This design comes from an exercise in tuning for small area, a short achievable clock period and few clock cycles per item on the open sky130 flow, not from production work. The RTL was checked by simulation tests, not by an equivalence proof against the original design. Power figures rest on the tool's default switching activity, not on a simulated workload.

==> flow/design.v <==
module bitpacker (
    input  wire        clk,
    input  wire        rst,           
    input  wire        cmd_valid,
    output wire        cmd_ready,
    input  wire [79:0] cmd_word,
    input  wire        pay_valid,
    output wire        pay_ready,
    input  wire [7:0]  pay_data,
    output reg         rsp_valid,
    output wire [73:0] rsp_word,
    output reg         dst_we,
    output wire [31:0] dst_addr,
    output wire [7:0]  dst_data
);
    localparam [1:0] ST_OK = 2'd0, ST_OVERFLOW = 2'd1, ST_UNDERFLOW = 2'd2,
                     ST_ILLEGAL = 2'd3;
    wire [3:0]  i_opc = cmd_word[79:76];
    wire        i_e   = cmd_word[75];
    wire [2:0]  i_z   = cmd_word[74:72];
    wire [7:0]  i_cnt = cmd_word[71:64];
    wire [31:0] i_dh  = cmd_word[63:32];
    wire [31:0] i_dl  = cmd_word[31:0];
    wire i_z0    = (i_z == 3'd0);
    wire i_dh0   = (i_dh == 32'd0);
    wire i_dl0   = (i_dl == 32'd0);
    wire i_base  = !i_e && i_z0 && (i_cnt == 8'd0);
    wire i_le32  = (i_cnt <= 8'd32);
    wire i_le64  = (i_cnt <= 8'd64);
    wire i_init  = ((i_opc == 4'h1) && i_base && i_dh0) || ((i_opc == 4'h2) && i_base);
    wire i_reset = (i_opc == 4'h3) && i_base && i_dh0 && i_dl0;
    wire i_put   = ((i_opc == 4'h4) && i_z0 && i_le32 && i_dh0) ||
                   ((i_opc == 4'h5) && i_z0 && i_le64);
    wire i_flush = (i_opc == 4'h6) && i_base && i_dh0 && i_dl0;
    wire i_wrb   = (i_opc == 4'h7) && i_base && i_dh0;
    wire i_pos   = (i_opc == 4'h8) && i_base && i_dh0 && i_dl0;
    wire i_rem   = (i_opc == 4'h9) && i_base && i_dh0 && i_dl0;
    wire i_tail  = (i_opc == 4'hA) && i_base && i_dh0 && i_dl0;
    wire i_ill   = !(i_init || i_reset || i_put || i_flush || i_wrb || i_pos || i_rem || i_tail);
    wire       i_big = (i_opc == 4'h5) && !i_le32;
    wire [5:0] i_nhi = (i_cnt[6]) ? 6'd32 : {1'b0, i_cnt[4:0]};    
    wire [5:0] i_n0  = i_big ? (i_e ? 6'd32 : i_nhi) : i_cnt[5:0];
    wire [5:0] i_n1  = i_e ? i_nhi : 6'd32;
    wire       i_swp = i_big && !i_e;
    reg [63:0] cache;
    reg [6:0]  fill;
    reg [31:0] index;
    reg [31:0] len;
    reg [32:0] room;
    reg        c_valid;
    reg        c_init, c_reset, c_put, c_flush, c_wrb, c_pos, c_rem, c_tail, c_ill;
    reg        c_e, c_big;
    reg [5:0]  c_n, c_n2;
    reg [31:0] c_dl, c_dh;
    reg [1:0]  c_ph;         
    reg [7:0]  sh;           
    reg [2:0]  fcnt;         
    reg        c_skip;       
    reg [31:0] db;
    reg [1:0]  wcnt;         
    reg        adv;          
    reg [1:0]  st;
    reg        gv0, gv1;
    reg        clip;         
    reg [2:0]  npend;        
    reg [2:0]  nbefore;      
    assign dst_addr = index;
    assign dst_data = db[31:24];
    assign rsp_word = {st, 4'd0, c_dl & {32{gv1}}, c_n[3:0] & {4{gv0}},
                       clip ? len : (c_dh & {32{gv0}})};
    function [31:0] mask32;
        input [5:0] n;
        begin
            mask32 = (n >= 6'd32) ? 32'hFFFF_FFFF : ((32'd1 << n) - 32'd1);
        end
    endfunction
    function [31:0] le32;
        input [5:0]  n;
        input [31:0] v;
        reg   [31:0] m, s, hi, lo;
        reg   [5:0]  a;
        reg   [2:0]  r;
        begin
            m  = v & mask32(n);
            s  = {m[7:0], m[15:8], m[23:16], m[31:24]};
            a  = {n[5:3], 3'b000};
            r  = n[2:0];
            hi = (a == 6'd0) ? 32'd0 : (s >> (6'd32 - a));
            lo = (r == 3'd0) ? 32'd0 : ((s >> (6'd24 - a)) & mask32({3'b000, r}));
            le32 = (hi << r) | lo;
        end
    endfunction
    wire        r_neg  = room[32];
    wire        r_big  = (room[31:4] != 28'd0);
    wire [31:0] ins_m  = c_e ? le32(c_n, c_dl) : (c_dl & mask32(c_n));
    wire [6:0]  fsum   = fill + {1'b0, c_n};
    wire        drain  = sh[7];
    wire [6:0]  ins_sh = drain ? {2'b00, sh[4:0]} : sh[6:0];
    wire [63:0] ins_c  = (drain ? {cache[31:0], 32'd0} : cache) | ({32'd0, ins_m} << ins_sh);
    wire        dok    = !r_neg && (room[31:2] != 30'd0);    
    wire [3:0]  f8     = fill[6:3];
    wire        fpart  = (fill[2:0] != 3'd0);
    wire [3:0]  c8     = f8 + {3'd0, fpart};
    wire        f_ovf  = r_neg || (!r_big && (room[3:0] < c8));
    wire [3:0]  f_nb   = r_neg ? 4'd0 : (!r_big && room[3:0] < f8) ? room[3:0] : f8;
    wire [1:0]  f_st   = f_ovf ? ST_OVERFLOW : fpart ? ST_UNDERFLOW : ST_OK;
    wire        q_any  = c_pos || c_rem || c_tail;
    wire        q_idx  = c_valid && q_any && !adv;
    wire [3:0]  xi     = q_idx ? f8 : {1'b0, nw_drain, 1'b0, adv};
    wire [32:0] idx_s  = {1'b0, index} + {29'd0, xi};
    wire [3:0]  yr     = q_any ? (c_rem ? c8 : f8) : (p_go && drain) ? 4'd4 : 4'd1;
    wire [32:0] sub    = room - {29'd0, yr};
    wire        s_neg  = sub[32];
    wire [35:0] pos    = {idx_s, fill[2:0]};
    wire [35:0] rem_v  = {sub, 3'd0 - fill[2:0]};      
    wire quiet    = (wcnt == 2'd0);
    wire idle_rsp = (npend == 3'd0);
    wire p_go     = c_valid && c_put && (!drain || quiet) && (c_big || npend != 3'd7);
    wire p_ld     = p_go && drain && dok;
    wire p_done   = p_go && !c_big;
    wire nw_drain = p_go && drain && !dok;
    wire g_init   = c_valid && (c_init || c_reset) && quiet && npend != 3'd7;
    wire g_q      = c_valid && (c_pos || c_rem || c_tail || c_ill) && quiet && idle_rsp && !adv;
    wire g_fw     = c_valid && (c_flush || c_wrb) && quiet && idle_rsp;
    wire f_start  = g_fw && (c_ph == 2'd0);
    wire f_move   = (f_start && f_nb != 4'd0) || (g_fw && c_ph == 2'd1);
    wire f_last   = (f_start && f_nb <= 4'd1) || (g_fw && c_ph == 2'd1 && fcnt == 3'd1);
    wire pay_ph   = g_fw && (c_ph == 2'd2);
    wire pay_any  = (c_dl != 32'd0);
    assign pay_ready = pay_ph && pay_any;
    wire take     = pay_ready && pay_valid;
    wire wr_ok    = !r_neg && (room[31:0] != 32'd0);      
    wire w_done   = pay_ph && (!pay_any || (take && c_dl == 32'd1));
    wire fl_done  = c_flush && f_last;
    wire wr_end   = w_done;
    wire triv     = p_done || g_init;
    wire c_done   = p_done || g_init || g_q || (g_fw && (fl_done || w_done));
    wire c_holds  = c_pos || c_rem || c_tail || c_wrb;
    assign cmd_ready = !c_valid ||
                       (c_put && !c_big && (!drain || quiet) && npend != 3'd7) ||
                       ((c_init || c_reset) && quiet && npend != 3'd7) ||
                       (c_ill && quiet && idle_rsp && !adv) ||
                       (c_flush && quiet && idle_rsp && c_ph == 2'd1 && fcnt == 3'd1);
    wire accept   = cmd_valid && cmd_ready;
    wire [6:0] fill_nx = g_init ? 7'd0 :
                         p_go   ? (drain ? fsum - 7'd32 : fsum) :
                         f_move ? fill - 7'd8 : fill;
    wire [5:0] n_nx    = cmd_ready ? i_n0 : (p_go && c_big) ? c_n2 : c_n;
    wire [7:0] sp      = 8'd64 - {1'b0, fill};
    wire [7:0] n8      = {2'b00, n_nx};
    wire [7:0] sh_i    = 8'd64 - n8;
    wire [7:0] sh_p    = (drain ? sh + 8'd32 : sh) - n8;
    wire [7:0] sh_f    = sp + 8'd8 - n8;
    wire [7:0] sh_h    = sp - n8;
    wire [3:0] tot   = {1'b0, npend} + {3'd0, triv};
    wire       rel   = p_ld ? (npend != 3'd0)
                            : (tot != 4'd0) && (nbefore != 3'd0 || wcnt <= 2'd1);
    always @(posedge clk) begin
        if (rst) begin
            cache   <= 64'd0;
            fill    <= 7'd0;
            sh      <= 8'd64;
            index   <= 32'd0;
            len     <= 32'd0;
            room    <= 33'd0;
            c_valid <= 1'b0;
            c_ph    <= 2'd0;
            wcnt    <= 2'd0;
            adv     <= 1'b0;
            dst_we  <= 1'b0;
            rsp_valid <= 1'b0;
            npend   <= 3'd0;
            nbefore <= 3'd0;
            gv0     <= 1'b0;
            gv1     <= 1'b0;
            clip    <= 1'b0;
            st      <= ST_OK;
        end else begin
            sh <= g_init ? sh_i : p_go ? sh_p : f_move ? sh_f : sh_h;
            rsp_valid <= 1'b0;
            gv0 <= 1'b0;
            gv1 <= 1'b0;
            clip <= 1'b0;
            npend <= tot[2:0] - {2'd0, rel};
            if (p_ld)
                nbefore <= npend - {2'd0, rel};
            else if (rel && nbefore != 3'd0)
                nbefore <= nbefore - 3'd1;
            if (rel) begin
                rsp_valid <= 1'b1;
                st <= ST_OK;
            end
            adv    <= 1'b0;
            dst_we <= 1'b0;
            if (p_ld) begin
                db     <= cache[63:32];
                wcnt   <= 2'd3;
                adv    <= 1'b1;
                dst_we <= 1'b1;
            end else if (wcnt != 2'd0) begin
                db     <= {db[23:0], 8'd0};
                wcnt   <= wcnt - 2'd1;
                adv    <= 1'b1;
                dst_we <= 1'b1;
            end else if (f_move) begin
                db[31:24] <= cache[63:56];
                adv    <= 1'b1;
                dst_we <= 1'b1;
            end else if (take && !c_skip) begin
                db[31:24] <= pay_data;
                adv    <= 1'b1;
                dst_we <= wr_ok;
            end
            if (!q_idx)
                index <= idx_s[31:0];
            if ((p_go && drain) || f_move || (take && !c_skip))
                room <= sub;
            if (p_go) begin
                cache <= ins_c;
                fill  <= drain ? fsum - 7'd32 : fsum;
                if (c_big) begin
                    c_big <= 1'b0;
                    c_n   <= c_n2;
                    c_dl  <= c_dh;
                end
            end
            if (g_init) begin
                cache <= 64'd0;
                fill  <= 7'd0;
                index <= 32'd0;
                if (c_init) begin
                    len  <= c_dl;
                    room <= {1'b0, c_dl};
                end else
                    room <= {1'b0, len};
            end
            if (g_q) begin
                rsp_valid <= 1'b1;
                st  <= c_ill ? ST_ILLEGAL : ST_OK;
                gv0 <= !c_ill && !(c_rem && s_neg) && !(c_tail && s_neg);
                gv1 <= c_tail && !s_neg;
                clip <= c_tail && s_neg;
                if (c_pos) begin
                    c_dh <= pos[31:0];
                    c_n[3:0] <= pos[35:32];
                end
                if (c_rem) begin
                    c_dh <= rem_v[31:0];
                    c_n[3:0] <= rem_v[35:32];
                end
                if (c_tail) begin
                    c_dh <= idx_s[31:0];
                    c_dl <= sub[31:0];
                    c_n[3:0] <= 4'd0;
                end
            end
            if (f_start) begin
                st <= f_st;
                c_skip <= (f_st != ST_OK);
                fcnt <= f_nb[2:0] - 3'd1;
            end
            if (f_move) begin
                cache <= {cache[55:0], 8'd0};
                fill  <= fill - 7'd8;
                if (!f_start)
                    fcnt <= fcnt - 3'd1;
            end
            if (g_fw && c_ph == 2'd0)
                c_ph <= f_last ? 2'd2 : 2'd1;
            else if (g_fw && c_ph == 2'd1 && fcnt == 3'd1)
                c_ph <= 2'd2;
            if (fl_done) begin
                rsp_valid <= 1'b1;
                if (f_start)
                    st <= f_st;
            end
            if (take) begin
                c_dl <= c_dl - 32'd1;
                if (!c_skip && wr_ok)
                    c_dh <= c_dh + 32'd1;
                if (!c_skip && !wr_ok)
                    st <= ST_OVERFLOW;
            end
            if (w_done) begin
                rsp_valid <= 1'b1;
                gv0 <= 1'b1;
            end
            if (c_done)
                c_valid <= 1'b0;
            if (accept)
                c_valid <= 1'b1;
            if (cmd_ready) begin
                c_init  <= i_init;
                c_reset <= i_reset;
                c_put   <= i_put;
                c_flush <= i_flush;
                c_wrb   <= i_wrb;
                c_pos   <= i_pos;
                c_rem   <= i_rem;
                c_tail  <= i_tail;
                c_ill   <= i_ill;
                c_e     <= i_e;
                c_big   <= i_put && i_big;
                c_n     <= i_n0;
                c_n2    <= i_n1;
                c_dl    <= i_swp ? i_dh : i_dl;
                c_dh    <= i_swp ? i_dl : i_dh;
                c_ph    <= 2'd0;
            end
        end
    end
endmodule
==> flow/run.sh <==
#!/bin/bash
# synth_recipe.tcl (not shown) runs the flow's synth.tcl, then flattens the netlist and writes it again
# the make line also repeats each setting of config.mk as NAME=value (left out here)
make -C /OpenROAD-flow-scripts/flow DESIGN_CONFIG=/design/flow/config.mk WORK_HOME=/design/flow/orfs CLKGATE_MAP_FILE= SYNTH_SCRIPT=/design/flow/synth_recipe.tcl finish
==> flow/config.mk <==
export PLATFORM = sky130hd
export DESIGN_NAME = bitpacker
export DESIGN_NICKNAME = bitpacker
export VERILOG_FILES = /design/flow/design.v
export SDC_FILE = /design/flow/constraint.sdc
export NUM_CORES = 4
export LEC_CHECK = 0
export ABC_AREA = 1
export CAP_MARGIN = 20
export CORE_MARGIN = 2
export CORE_UTILIZATION = 40
export SETUP_SLACK_MARGIN = 5
export SLEW_MARGIN = 20
==> flow/constraint.sdc <==
create_clock -name core_clock -period 10.0 [get_ports {clk}]
set_input_delay 2.0000 -clock core_clock [delete_from_list [all_inputs] [get_ports {clk}]]
set_output_delay 2.0000 -clock core_clock [all_outputs]
set_load 0.01 [all_outputs]
==> results.json, run 1 <==
{
  "fp.dieArea_um2": 74800,
  "holdCritStartpoint": "len[27]$_SDFFE_PP0P_",
  "worst_ep_required_time_ps": 8000,
  "io_pins": 210,
  "synthAdderAreaFrac_pct": 3.72,
  "dr.first_iter.drc_count": 4761,
  "grt-ovfl-total": 0,
  "die_h_um": 273,
  "synth.cell_area_um2": 29000,
  "tightest_slew_ps": 1030,
  "routed_via_density": 6.01,
  "cts_root_buf": "clkbuf_16",
  "synth_top_family_by_area": "simple AND/OR/NAND/NOR gates",
  "cp_slowest_cell": "edfxtp_1",
  "antenna_found_initial": 4,
  "hp-class": "flip-flop to flip-flop",
  "clock_power_share_pct": 15.4,
  "ir_drop_mv": 0.168,
  "combPwrFrac_pct": 63.9,
  "hpwl_mm": 99.9,
  "seq_power_share_pct": 20.7,
  "path_cells": "nor2_1 -> inv_1 -> nor2_1 -> inv_1 -> nor3_1 -> a31oi_2 -> clkdlybuf4s50_1",
  "placementRows": 98,
  "drt-total-wl_mm": 134,
  "synth_warnings": 1,
  "wl_per_cell_um": 23.6,
  "hold_viol_final": 0,
  "synthArstFlopShare_pct": 0,
  "internal-power_mw": 4.61,
  "clock_sink_count": 318,
  "synth_largest_area_cell": "dfxtp_1",
  "gp_congestion": 1.01,
  "grtUsageTotal_pct": 34.5,
  "synth_commonest_cells": "nand2_1, nand3_1, inv_1, nor2_1, o21ai_0",
  "ctsHtreeMaxLevel": 2,
  "ys_types": 76,
  "dp_cells": 5552,
  "postSynthCellCount": 4626,
  "critPathTopFamily": "simple AND/OR/NAND/NOR gates",
  "crit_type": "flip-flop to primary output",
  "synth_seq_cells": 318,
  "areaGrowthSynthToFinish_pct": 17.3,
  "cts_tree": "built",
  "max_slew_margin_pct": 30.7,
  "synth_edf_count": 123,
  "vias": 34176,
  "synth-simple-area-share_pct": 33.9,
  "hold_ws_ps": 464,
  "clockBufferDepth": 3,
  "switchingPower_mw": 5.37,
  "cts_made_buffers": 40,
  "yosys_most_used_dff": "dfxtp_1",
  "finalSetupTns_ps": 0,
  "final.period_utilization_pct": 49.6,
  "r2r_start": "c_pos$_DFFE_PP_",
  "critPathMaxStageDelay_ps": 640,
  "crit_arrival_ps": 2960,
  "drive_gt1_share_pct": 8.86,
  "io_buffers": 205,
  "critPathBufInv": 3,
  "clk_pin_slew_ps": 60,
  "drcViolationCount": 0,
  "hold_buffers": 0,
  "startpoint": "c_dl[26]$_DFFE_PN_",
  "dr.pass1.iters": 9,
  "final_cells": 5691,
  "rsz0062_at_grt": "yes",
  "synth.avg_cell_area_um2": 6.28,
  "cap_violations": 0,
  "synth-xor-area-share_pct": 3.53,
  "synth_compound_gate_area_share_pct": 20.6,
  "switching_share_pct": 53.8,
  "initial_core_util_pct": 40.5,
  "status": "complete, no violations",
  "ant_nets": 0,
  "insertion_delay_ps": 590,
  "grt_pass1_vias": 30716,
  "synth_area_leaders": "dfxtp_1, edfxtp_1, nand2_1",
  "report.final.slew_viol_count": 0,
  "grt_max_degree": 93,
  "grt_pass1_wl_mm": 196,
  "worstPathMaxFanout": 7,
  "die_x_um": 273,
  "nets": 4879,
  "start_kind": "flip-flop",
  "synth_top_area_share_pct": 13.4,
  "post-route-min-period_ps": 4960,
  "coreArea_um2": 71700,
  "p_per_area_nw_per_um2": 293,
  "setup_viol": 0,
  "seq_area_frac_synth_pct": 26.2,
  "skew_ps": 43.2,
  "finalPower_mw": 9.97,
  "endpoint_kind": "primary output",
  "synth.most_common_cell": "nand2_1",
  "fmax_ghz": 0.201,
  "p_leak_nw": 14.5,
  "synth_mux_area_share_pct": 0.0689
}
## cell usage in the layout (no fill, tap or decap), drive strengths merged, types with 4 or more instances in the layout
master and instances:
o2111a 4, o21bai 4, edfxtp 123, a221oi 13
or2 15, clkdlybuf4s50 191, xor2 98, nand3 586
a32oi 4, o22ai 105, o21a 6, o31ai 8
conb 4, clkinvlp 5, o21ai 363, o221ai 30
a21oi 306, nor2 408, clkinv 24, a31oi 46
xnor2 19, nand4 96, o32ai 4, inv 560
a22oi 20, a211oi 15, ha 72, buf 118
nand2 999, nor4 39, o211ai 70, dfxtp 195
nor3b 4, dlymetal6s2s 13, clkbuf 65, nor3 56
fa 9
## routing by layer
layer / wire (µm) / GRT usage [%] / vias up
met2: 57400 / 52.5 / 1871
met5: 22 / 0 / -
met1: 55400 / 46.7 / 16054
met3: 12900 / 5.52 / 354
met4: 8370 / 18.6 / 4
li1: - / - / 15893
## registers in the layout, summed over array words and instances (netlist names), 7 cells and up, named ones only
signal  count
sh          8
c_dh       32
index      32
len        32
cache      64
db         32
room       33
fill        7
c_dl       32
## power by group through the flow
stage / logic [mW] / clock network, mW / registers, mW
2_1_floorplan: 4.02 / 0 / 1.92
3_3_place_gp: 5.80 / 0 / 2.07
3_5_place_dp: 5.80 / 0 / 2.06
4_1_cts: 5.95 / 1.54 / 2.04
5_1_grt: 6.88 / 1.59 / 2.09
6_report: 6.37 / 1.54 / 2.07
## area by class of cell
cell class,count,area [µm²]
well taps,950,1190
fillers,7488,37700
clock inverters,12,146
diodes,3,7.51
repair buffers,325,3150
multi-input cells,3441,18600
repair inverters,1,5.00
flip-flops and latches,318,7600
inverters,579,2200
clock buffers,62,1210
## stage by stage
step | utilization (%) | setup WS [ps] | area, µm²
after floorplan | - | 4950 | 29100
after global placement | 43.9 | 3400 | 31500
after detailed placement | 43.9 | 3180 | 31500
after CTS | 46.4 | 4890 | 33300
after global routing | 47.5 | 4940 | 34100
final | 47.5 | 5040 | 34100
## timing repair
| action | CTS | global route |
|---|---|---|
| pin swaps | 13 | 43 |
| endpoints found under the setup margin | 170 | 153 |
| setup buffers | 18 | 40 |
| cloned | 1 | 2 |
| resized for setup | 67 | 128 |
## worst register-to-register path, stage by stage, from the launching register on
cell and delay [ps]:
edfxtp_1 380, nor2_2 70, inv_2 80, nor2_4 50, inv_2 110, nand2_1 110, nor2_4 180, buf_12 170
clkinvlp_4 140, nand3_1 100, o21ai_1 70, ha_1 370, nand2_2 70, o21ai_2 180, nand3_2 140, nor2_4 170
nand2_4 90, nor4_4 300, nand4_1 190, nor4_2 380, nand4_1 200, nor2_2 190, nand2_2 80, xor2_2 180
a221oi_2 230, o21ai_1 90, o211ai_1 90, o21ai_0 100
## cells by family after synthesis
group / count (synthesis)
mux: 2
buf+inv: 870
simple gates: 2210
compound gates: 1027
other cells: 1
flops: 318
xor+xnor: 117
fa+ha+maj: 81
## path summary, 6_finish.rpt
| kind | depth (start not counted) | slack (ps) | end |
|---|---|---|---|
| max | 7 | 5040 | pay_ready |
| min | 2 | 460 | len[27]$_SDFFE_PP0P_ |
| max reg2reg | 27 | 5210 | c_dh[26]$_DFFE_PN_ |
| min reg2reg | 2 | 460 | len[27]$_SDFFE_PP0P_ |
Testbench counts, summed over its fixed seeds: cycles 55,951, cmds 24,000.
==> inputs of run 2 (changes only) <==
--- a/flow/design.v
+++ b/flow/design.v
@@ -41,11 +41,9 @@
     wire [5:0] i_nhi = (i_cnt[6]) ? 6'd32 : {1'b0, i_cnt[4:0]};    
     wire [5:0] i_n0  = i_big ? (i_e ? 6'd32 : i_nhi) : i_cnt[5:0];
     wire [5:0] i_n1  = i_e ? i_nhi : 6'd32;
-    wire       i_swp = i_big && !i_e;
     reg [63:0] cache;
     reg [6:0]  fill;
     reg [31:0] index;
-    reg [31:0] len;
     reg [32:0] room;
     reg        c_valid;
     reg        c_init, c_reset, c_put, c_flush, c_wrb, c_pos, c_rem, c_tail, c_ill;
@@ -61,13 +59,11 @@
     reg        adv;          
     reg [1:0]  st;
     reg        gv0, gv1;
-    reg        clip;         
     reg [2:0]  npend;        
     reg [2:0]  nbefore;      
     assign dst_addr = index;
     assign dst_data = db[31:24];
-    assign rsp_word = {st, 4'd0, c_dl & {32{gv1}}, c_n[3:0] & {4{gv0}},
-                       clip ? len : (c_dh & {32{gv0}})};
+    assign rsp_word = {st, 4'd0, c_dl & {32{gv1}}, c_n[3:0] & {4{gv0}}, c_dh & {32{gv0}}};
     function [31:0] mask32;
         input [5:0] n;
         begin
@@ -92,7 +88,8 @@
     endfunction
     wire        r_neg  = room[32];
     wire        r_big  = (room[31:4] != 28'd0);
-    wire [31:0] ins_m  = c_e ? le32(c_n, c_dl) : (c_dl & mask32(c_n));
+    wire [31:0] ins_v  = (c_big && !c_e) ? c_dh : c_dl;
+    wire [31:0] ins_m  = c_e ? le32(c_n, ins_v) : (ins_v & mask32(c_n));
     wire [6:0]  fsum   = fill + {1'b0, c_n};
     wire        drain  = sh[7];
     wire [6:0]  ins_sh = drain ? {2'b00, sh[4:0]} : sh[6:0];
@@ -105,21 +102,24 @@
     wire [3:0]  f_nb   = r_neg ? 4'd0 : (!r_big && room[3:0] < f8) ? room[3:0] : f8;
     wire [1:0]  f_st   = f_ovf ? ST_OVERFLOW : fpart ? ST_UNDERFLOW : ST_OK;
     wire        q_any  = c_pos || c_rem || c_tail;
-    wire        q_idx  = c_valid && q_any && !adv;
-    wire [3:0]  xi     = q_idx ? f8 : {1'b0, nw_drain, 1'b0, adv};
-    wire [32:0] idx_s  = {1'b0, index} + {29'd0, xi};
+    wire        q_idx  = c_valid && (q_any || c_reset) && !adv;
+    wire        tclip  = r_neg || (!r_big && room[3:0] < f8);    
+    wire [32:0] xi     = !q_idx ? {29'd0, 1'b0, nw_drain, 1'b0, adv} :
+                         (c_reset || (c_tail && tclip)) ? room : {29'd0, f8};
+    wire [32:0] idx_s  = {1'b0, index} + xi;
     wire [3:0]  yr     = q_any ? (c_rem ? c8 : f8) : (p_go && drain) ? 4'd4 : 4'd1;
     wire [32:0] sub    = room - {29'd0, yr};
     wire        s_neg  = sub[32];
     wire [35:0] pos    = {idx_s, fill[2:0]};
-    wire [35:0] rem_v  = {sub, 3'd0 - fill[2:0]};      
+    wire [35:0] rem_v  = s_neg ? 36'd0 : {sub, 3'd0 - fill[2:0]};
+    wire [31:0] tail_l = s_neg ? 32'd0 : sub[31:0];
     wire quiet    = (wcnt == 2'd0);
     wire idle_rsp = (npend == 3'd0);
     wire p_go     = c_valid && c_put && (!drain || quiet) && (c_big || npend != 3'd7);
     wire p_ld     = p_go && drain && dok;
     wire p_done   = p_go && !c_big;
     wire nw_drain = p_go && drain && !dok;
-    wire g_init   = c_valid && (c_init || c_reset) && quiet && npend != 3'd7;
+    wire g_init   = c_valid && (c_init || (c_reset && !adv)) && quiet && npend != 3'd7;
     wire g_q      = c_valid && (c_pos || c_rem || c_tail || c_ill) && quiet && idle_rsp && !adv;
     wire g_fw     = c_valid && (c_flush || c_wrb) && quiet && idle_rsp;
     wire f_start  = g_fw && (c_ph == 2'd0);
@@ -138,7 +138,7 @@
     wire c_holds  = c_pos || c_rem || c_tail || c_wrb;
     assign cmd_ready = !c_valid ||
                        (c_put && !c_big && (!drain || quiet) && npend != 3'd7) ||
-                       ((c_init || c_reset) && quiet && npend != 3'd7) ||
+                       ((c_init || (c_reset && !adv)) && quiet && npend != 3'd7) ||
                        (c_ill && quiet && idle_rsp && !adv) ||
                        (c_flush && quiet && idle_rsp && c_ph == 2'd1 && fcnt == 3'd1);
     wire accept   = cmd_valid && cmd_ready;
@@ -146,12 +146,6 @@
                          p_go   ? (drain ? fsum - 7'd32 : fsum) :
                          f_move ? fill - 7'd8 : fill;
     wire [5:0] n_nx    = cmd_ready ? i_n0 : (p_go && c_big) ? c_n2 : c_n;
-    wire [7:0] sp      = 8'd64 - {1'b0, fill};
-    wire [7:0] n8      = {2'b00, n_nx};
-    wire [7:0] sh_i    = 8'd64 - n8;
-    wire [7:0] sh_p    = (drain ? sh + 8'd32 : sh) - n8;
-    wire [7:0] sh_f    = sp + 8'd8 - n8;
-    wire [7:0] sh_h    = sp - n8;
     wire [3:0] tot   = {1'b0, npend} + {3'd0, triv};
     wire       rel   = p_ld ? (npend != 3'd0)
                             : (tot != 4'd0) && (nbefore != 3'd0 || wcnt <= 2'd1);
@@ -161,7 +155,6 @@
             fill    <= 7'd0;
             sh      <= 8'd64;
             index   <= 32'd0;
-            len     <= 32'd0;
             room    <= 33'd0;
             c_valid <= 1'b0;
             c_ph    <= 2'd0;
@@ -173,14 +166,12 @@
             nbefore <= 3'd0;
             gv0     <= 1'b0;
             gv1     <= 1'b0;
-            clip    <= 1'b0;
             st      <= ST_OK;
         end else begin
-            sh <= g_init ? sh_i : p_go ? sh_p : f_move ? sh_f : sh_h;
+            sh <= 8'd64 - {1'b0, fill_nx} - {2'b00, n_nx};
             rsp_valid <= 1'b0;
             gv0 <= 1'b0;
             gv1 <= 1'b0;
-            clip <= 1'b0;
             npend <= tot[2:0] - {2'd0, rel};
             if (p_ld)
                 nbefore <= npend - {2'd0, rel};
@@ -221,25 +212,24 @@
                 if (c_big) begin
                     c_big <= 1'b0;
                     c_n   <= c_n2;
-                    c_dl  <= c_dh;
+                    if (c_e)
+                        c_dl <= c_dh;
                 end
             end
             if (g_init) begin
                 cache <= 64'd0;
                 fill  <= 7'd0;
                 index <= 32'd0;
-                if (c_init) begin
-                    len  <= c_dl;
+                if (c_init)
                     room <= {1'b0, c_dl};
-                end else
-                    room <= {1'b0, len};
+                else
+                    room <= {1'b0, idx_s[31:0]};
             end
             if (g_q) begin
                 rsp_valid <= 1'b1;
                 st  <= c_ill ? ST_ILLEGAL : ST_OK;
-                gv0 <= !c_ill && !(c_rem && s_neg) && !(c_tail && s_neg);
-                gv1 <= c_tail && !s_neg;
-                clip <= c_tail && s_neg;
+                gv0 <= !c_ill;
+                gv1 <= c_tail;
                 if (c_pos) begin
                     c_dh <= pos[31:0];
                     c_n[3:0] <= pos[35:32];
@@ -250,7 +240,7 @@
                 end
                 if (c_tail) begin
                     c_dh <= idx_s[31:0];
-                    c_dl <= sub[31:0];
+                    c_dl <= tail_l;
                     c_n[3:0] <= 4'd0;
                 end
             end
@@ -303,8 +293,8 @@
                 c_big   <= i_put && i_big;
                 c_n     <= i_n0;
                 c_n2    <= i_n1;
-                c_dl    <= i_swp ? i_dh : i_dl;
-                c_dh    <= i_swp ? i_dl : i_dh;
+                c_dl    <= i_dl;
+                c_dh    <= i_dh;
                 c_ph    <= 2'd0;
             end
         end
==> run 2 against run 1 <==
Sequential share of layout area is 1.5 points lower. Worst hold slack better by 5.8 ps. Combinational power is 7.2% higher. Register-to-register slack worse by 260 ps. Clock power is 5% lower. Synthesized cell count is 0.50% lower. Non-clock buffer count is 16 higher. Total power is 1.9% higher. Global-route usage is 0.22 points higher. Cell count is 0.44% lower. Synthesized area is 3.0% lower. Clock-buffer cell count is 6 lower. Critical endpoint is now c_dh[30]$_DFFE_PN_.
==> results.json, run 2 <==
{
  "io_buffers": 205,
  "drcViolationCount": 0,
  "fp.dieArea_um2": 72600,
  "hp-class": "flip-flop to flip-flop",
  "grtUsageTotal_pct": 34.7,
  "switchingPower_mw": 5.64,
  "mostFrequentLayoutCell": "nand2_1",
  "largest_reg_flops": 64,
  "cap_violations": 0,
  "clock_power_share_pct": 14.3,
  "hpwl_mm": 98.7,
  "die_x_um": 269,
  "synth_seq_cells": 285,
  "synth_commonest_cells": "nand2_1, nand3_1, inv_1, nor2_1, o21ai_0",
  "cts_made_buffers": 38,
  "p_per_area_nw_per_um2": 304,
  "grt_pass1_vias": 30440,
  "max_slew_margin_pct": 29.9,
  "internal-power_mw": 4.52,
  "crit_arrival_ps": 5350,
  "ant_nets": 0,
  "hold_viol_final": 0,
  "rsz0062_at_grt": "yes",
  "r2r_start": "room[13]$_SDFFE_PP0P_",
  "startpoint": "room[13]$_SDFFE_PP0P_",
  "synth.most_common_cell": "nand2_1",
  "synth_area_leaders": "edfxtp_1, nand2_1, dfxtp_1",
  "vias": 33776,
  "gp_congestion": 1.08,
  "skew_ps": 28.8,
  "fmax_ghz": 0.198,
  "wl_per_cell_um": 23.4,
  "dr.pass1.iters": 6,
  "seq_power_share_pct": 18.4,
  "finalSetupTns_ps": 0,
  "grt_pass1_wl_mm": 195,
  "dr.first_iter.drc_count": 4466,
  "areaGrowthSynthToFinish_pct": 18.8,
  "tightest_slew_ps": 1050,
  "cp_slowest_cell": "fa_2",
  "postSynthCellCount": 4603,
  "seq_area_frac_synth_pct": 24.6,
  "synth.avg_cell_area_um2": 6.12,
  "coreArea_um2": 69900,
  "insertion_delay_ps": 580,
  "combPwrFrac_pct": 67.2,
  "status": "complete, no violations",
  "synth_largest_area_cell": "edfxtp_1",
  "drive_gt1_share_pct": 9.06,
  "reg_top3": "cache x64, room x33",
  "report.final.slew_viol_count": 0,
  "ys_types": 66,
  "endpoint_kind": "flip-flop",
  "cts_tree": "built",
  "holdCritStartpoint": "nbefore[1]$_SDFFE_PP0P_",
  "grt-ovfl-total": 0,
  "post-route-min-period_ps": 5050,
  "synth_warnings": 1,
  "ir_drop_mv": 0.160,
  "switching_share_pct": 55.5,
  "critPathMaxStageDelay_ps": 370,
  "clk_pin_slew_ps": 60,
  "io_pins": 210,
  "worst_ep_required_time_ps": 10310,
  "crit_path_frequent_cell": "o21ai_2",
  "synth_top_area_share_pct": 13.1,
  "yosys_most_used_dff": "dfxtp_1",
  "p_leak_nw": 14.8,
  "synth.cell_area_um2": 28200,
  "start_kind": "flip-flop",
  "ctsHtreeMaxLevel": 2,
  "hold_ws_ps": 469,
  "worstPathMaxFanout": 4,
  "nets": 4881,
  "final.period_utilization_pct": 50.5,
  "grt_max_degree": 91,
  "antenna_found_initial": 3,
  "synth_edf_count": 123,
  "setup_viol": 0,
  "drt-total-wl_mm": 133,
  "synthArstFlopShare_pct": 0,
  "clockBufferDepth": 3,
  "routed_via_density": 5.96,
  "initial_core_util_pct": 40.3,
  "cts_root_buf": "clkbuf_16",
  "regMostFlops": "cache",
  "final_cell_mix": "nand2_1, nand3_1, inv_1, nor2_1, o21ai_0",
  "crit_type": "flip-flop to flip-flop",
  "placementRows": 97,
  "die_h_um": 269,
  "hold_buffers": 0,
  "clock_sink_count": 285
}
[run 2: changes by cell type after synthesis, moves of 19 or more]
cell,before,now
o22ai_1,105,71
a21oi_1,305,324
nor2_2,29,6
nand3_1,567,645
dfxtp_1,195,162
nand4_1,94,69
[run 2: logic make-up (layout without fill, tap and decap cells)]
| family | after synthesis | count (layout) | share of synthesized area [%] |
|---|---|---|---|
| XOR/XNOR | 110 | 110 | 3.42 |
| flip-flops | 285 | 285 | 24.6 |
| buffers and inverters | 866 | 985 | 12.1 |
| AND/OR/NAND/NOR | 2236 | 2236 | 35.1 |
| AO/OA/AOI/OAI | 1012 | 1012 | 20.5 |
| adder cells (fa/ha/maj) | 93 | 93 | 4.24 |
| other | 1 | 5 | 0.0133 |
[run 2: worst paths after layout]
kind	to	slack (ps)	cells after the start
setup reg to reg	c_dh[30]$_DFFE_PN_	4950	32
setup / recovery	c_dh[30]$_DFFE_PN_	4950	32
hold reg to reg	nbefore[1]$_SDFFE_PP0P_	470	2
hold / removal	nbefore[1]$_SDFFE_PP0P_	470	2
[run 2: layout make-up]
type                            count  area (µm²)
Timing Repair Buffer              341        3270
Clock inverter                     13         193
Clock buffer                       56        1080
Fill cell                        7500       36500
Inverter                          572        2200
Tap cell                          940        1180
Timing Repair inverter              3        18.8
Antenna cell                        1        2.50
Sequential cell                   285        6970
Multi-Input combinational cell   3455       18600
[run 2: through the flow]
step | instance area (µm²) | utilization, % | instances | power (mW) | setup slack [ps]
final | 33500 | 47.9 | 5666 | 10.2 | 4950
after global routing | 33500 | 47.9 | 5665 | 10.8 | 4650
after CTS | 32600 | 46.6 | 5623 | 9.64 | 4980
after detailed placement | 30600 | 43.8 | 5512 | 7.95 | 3270
after global placement | 30600 | 43.8 | 5512 | 7.95 | 3420
after floorplan | 28200 | - | 4606 | 5.92 | 5030
[run 2: power by group through the flow]
stage                     combinational (mW)  clock (mW)  sequential [mW]
after global placement                  6.08           0             1.87
after floorplan                         4.16           0             1.76
after global routing                    7.37        1.51             1.91
after detailed placement                6.07           0             1.87
after CTS                               6.32        1.47             1.85
final                                   6.83        1.46             1.88
[run 2: worst max-delay path: cells and delay by family (launching register included)]
| kind | cells | cell delay (ps) |
|---|---|---|
| flip-flops | 1 | 360 |
| AO/OA/AOI/OAI | 13 | 1960 |
| XOR/XNOR | 1 | 280 |
| buffers and inverters | 6 | 510 |
| AND/OR/NAND/NOR | 10 | 1060 |
| adder cells (fa/ha/maj) | 2 | 600 |
[run 2: what timing repair did]
item	CTS	global route
buffers inserted	38	38
hold endpoints to repair	0	0
setup endpoints to repair	183	143
pin swaps	24	48
cloned	4	3
resized for setup	103	125
[run 2: layer usage]
metal	share of wire [%]	vias to the layer above	track usage (%)	wire, µm
li1	-	15780	-	-
met1	44	15832	51.2	58700
met2	41	1874	50.0	53900
met3	10	290	5.12	13400
met4	5.0	0	14.5	6600
met5	0	-	0	0
Testbench counts of run 2, summed over its fixed seeds: cycles 55,951, cmds 24,000.

what the ideal ports hide:
In the flow no input, the clock included, has a driving cell. The finished layouts below were timed again as built, in two steps.
Step 1, drivers: a clkbuf_16 drives clk and a buf_2 each remaining input, both assumed.
Step 2 also shifts input and output timing later by t, the mid clock arrival at the registers, as if the neighbouring blocks saw the same clock.
Slacks: ideal ports / drivers / drivers and shift; pairs: ideal ports / drivers.
run	t, ns	slack for setup (ns)	pins driven straight from the clock port
run 1	0.637	5.035 / 4.971 / 4.612	1
run 2	0.625	4.954 / 4.954 / 4.560	1
After both steps setup and hold are still met in every run listed. For run 1, which loses most, drivers alone change the setup slack by -0.064 ns; drivers and shift together by -0.423 ns.
